Context: an optimization exercise on an open-source flow, tuned for a short achievable clock period and few clock cycles per item. The choices shown serve that exercise and are no tape-out recipe.
The RTL was checked by simulation tests, not by an equivalence proof against the original design.

// luxconv
module luxconv (
    input  wire        clk,
    input  wire        rst,
    input  wire        req_valid,
    input  wire [1:0]  req_gain,
    input  wire [7:0]  req_cycles,
    input  wire [15:0] req_ch1,
    input  wire [15:0] req_ch0,
    output wire        req_ready,
    output wire        rsp_valid,
    output wire [3:0]  rsp_status,
    output wire [23:0] rsp_lux,
    output wire [2:0]  obs_band,
    output wire [32:0] obs_ratio,
    output wire [23:0] obs_chn0,
    output wire [23:0] obs_chn1,
    output wire [23:0] obs_scale0,
    output wire [23:0] obs_scale1,
    output wire [1:0]  phase
);
    localparam [2:0] ST_DONE = 3'd0, ST_C1 = 3'd1, ST_C2 = 3'd2, ST_D1 = 3'd3,
                     ST_D2 = 3'd4, ST_D3 = 3'd5;
    reg        active;           
    reg [2:0]  st;               
    reg [15:0] r_ch0, r_ch1;
    reg [1:0]  r_gain;
    reg [7:0]  r_cycles;
    reg [23:0] t_s, t_s107, t_s115;
    localparam [255:0] T_S_B0 = 256'h363569241ad53a23e1f178e8318ee870034dcc5a33292274bed3195aa684da28;
    localparam [255:0] T_S_B1 = 256'h491e9560d0550a72242e55b0b7428bf467924f419dc8528c1bac510e6d5c22c0;
    localparam [255:0] T_S_B2 = 256'h85f7a3979411429faa5355f3544927f29678cf0c22f4781eb4b978c252d2be08;
    localparam [255:0] T_S_B3 = 256'h560d3f5847c6d25edbde44e1d0ab06683f1765870dfde93c6cb20ec665c8cc60;
  ...
Settings: LEC_CHECK=0, CAP_MARGIN=20, CORE_MARGIN=2, CORE_UTILIZATION=35, SETUP_SLACK_MARGIN=1, SLEW_MARGIN=20; clock period 12.0 ns.
run.sh (not shown) runs the stock make flow with config.mk's settings and CLKGATE_MAP_FILE= SYNTH_SCRIPT=/design/flow/synth_recipe.tcl, a recipe that flattens the netlist after the stock synthesis.
Testbench counts at the start, summed over its fixed seeds: cycles 9,608, items 1,600.
==> next run, changes <==
--- a/flow/design.v
+++ b/flow/design.v
@@ -85,17 +85,17 @@
     output wire [23:0] obs_scale1,
     output wire [1:0]  phase
 );
     localparam [2:0] ST_DONE = 3'd0, ST_C1 = 3'd1, ST_C2 = 3'd2, ST_D1 = 3'd3,
                      ST_D2 = 3'd4, ST_D3 = 3'd5;
     reg        active;           
     reg [2:0]  st;               
-    reg [15:0] r_ch0, r_ch1;
-    reg [1:0]  r_gain;
-    reg [7:0]  r_cycles;
+    wire [15:0] r_ch0 = req_ch0, r_ch1 = req_ch1;
+    wire [1:0]  r_gain = req_gain;
+    wire [7:0]  r_cycles = req_cycles;
     reg [23:0] t_s, t_s107, t_s115;
     localparam [255:0] T_S_B0 = 256'h363569241ad53a23e1f178e8318ee870034dcc5a33292274bed3195aa684da28;
     localparam [255:0] T_S_B1 = 256'h491e9560d0550a72242e55b0b7428bf467924f419dc8528c1bac510e6d5c22c0;
     localparam [255:0] T_S_B2 = 256'h85f7a3979411429faa5355f3544927f29678cf0c22f4781eb4b978c252d2be08;
     localparam [255:0] T_S_B3 = 256'h560d3f5847c6d25edbde44e1d0ab06683f1765870dfde93c6cb20ec665c8cc60;
     localparam [255:0] T_S_B4 = 256'h98036a6032983761ac344eea3849e96ee37cbacedea9c12877b33f96a42ab8a8;
     localparam [255:0] T_S_B5 = 256'h4aaa4c7ff1b55b806558424c0a88b0ce4188447926a8499a9e4ae190f5762040;
@@ -1364,34 +1364,28 @@
     wire issue = req_valid && !busy;
     always @(posedge clk) begin
         if (rst) begin
             active <= 1'b0;
             st     <= ST_DONE;
         end else if (issue) begin
             active <= 1'b1;
-            st     <= ST_C1;
+            st     <= ST_C2;
         end else if (busy) begin
             st     <= (st == ST_D3) ? ST_DONE : st + 3'd1;
         end
     end
     always @(posedge clk) begin
         if (!rst && issue) begin
-            r_ch0    <= req_ch0;
-            r_ch1    <= req_ch1;
-            r_gain   <= req_gain;
-            r_cycles <= req_cycles;
+            cfg <= (r_cycles == 8'd0);
+            s0  <= a_s0;
+            s1  <= a_s1;
+            c0  <= a_p0[39:16];
+            c1  <= a_p1[39:16];
         end else begin
             case (st)
-                ST_C1: begin
-                    cfg <= (r_cycles == 8'd0);
-                    s0  <= a_s0;
-                    s1  <= a_s1;
-                    c0  <= a_p0[39:16];
-                    c1  <= a_p1[39:16];
-                end
                 ST_C2: begin
                     zero     <= cfg || degen;
                     o_status <= cfg ? 4'b1001 : degen ? 4'b0011 : neg ? 4'b0101 : 4'b0001;
                     o_lux    <= (cfg || degen || neg) ? 24'd0 : tbias[39:16];
                     o_band   <= (cfg || degen) ? 3'd0 : band;
                     mults    <= a_mults;
                     rr       <= d0_out[23:0];
The changed run finished clean.
Setup slack degrades by 280 ps.
Synthesized area drops by 1.3%.
Global-route usage increases by 0.74 points.
Routed wire length is higher by 0.77%.
Final cell count grows by 2.8%.
Synthesized cell count falls by 0.78%.
Cell area went up by 4.0%.
Clock-buffer cell count is lower by 9.
First-iteration DRC count went up by 0.95%.
Testbench counts after the change, summed over its fixed seeds: cycles 8,008, items 1,600.

-- what the ideal ports hide --
Ports are ideal in the flow. The routed layouts listed here were re-timed in OpenROAD.
Step 1: set_driving_cell puts a clkbuf_16 on clk and a buf_2 on each other input, an assumption about the parent block.
Step 2 times the ports against the registers' clock, not the clock port: input delays grow and output delays shrink by t, the midpoint of the rising clock arrivals with the driver on.
a / b / c = ideal ports / drivers / drivers and shift; a / b = the first two.
run | shift t [ns] | slack for setup (ns) | worst hold slack (ns) | worst setup path at the end | worst slew at a driven data input, ns
the first run | 0.958 | 1.176 / 1.176 / 1.176 | 0.479 / 0.479 / 0.479 | register to register | 0.07
the second run | 0.935 | 0.892 / 0.892 / 0.117 | 0.481 / 0.481 / 0.481 | input to register | 0.13
After both steps every run listed still meets setup and hold. For the second run, which loses most, drivers alone change the setup slack by 0.000 ns; drivers and shift together by -0.775 ns.
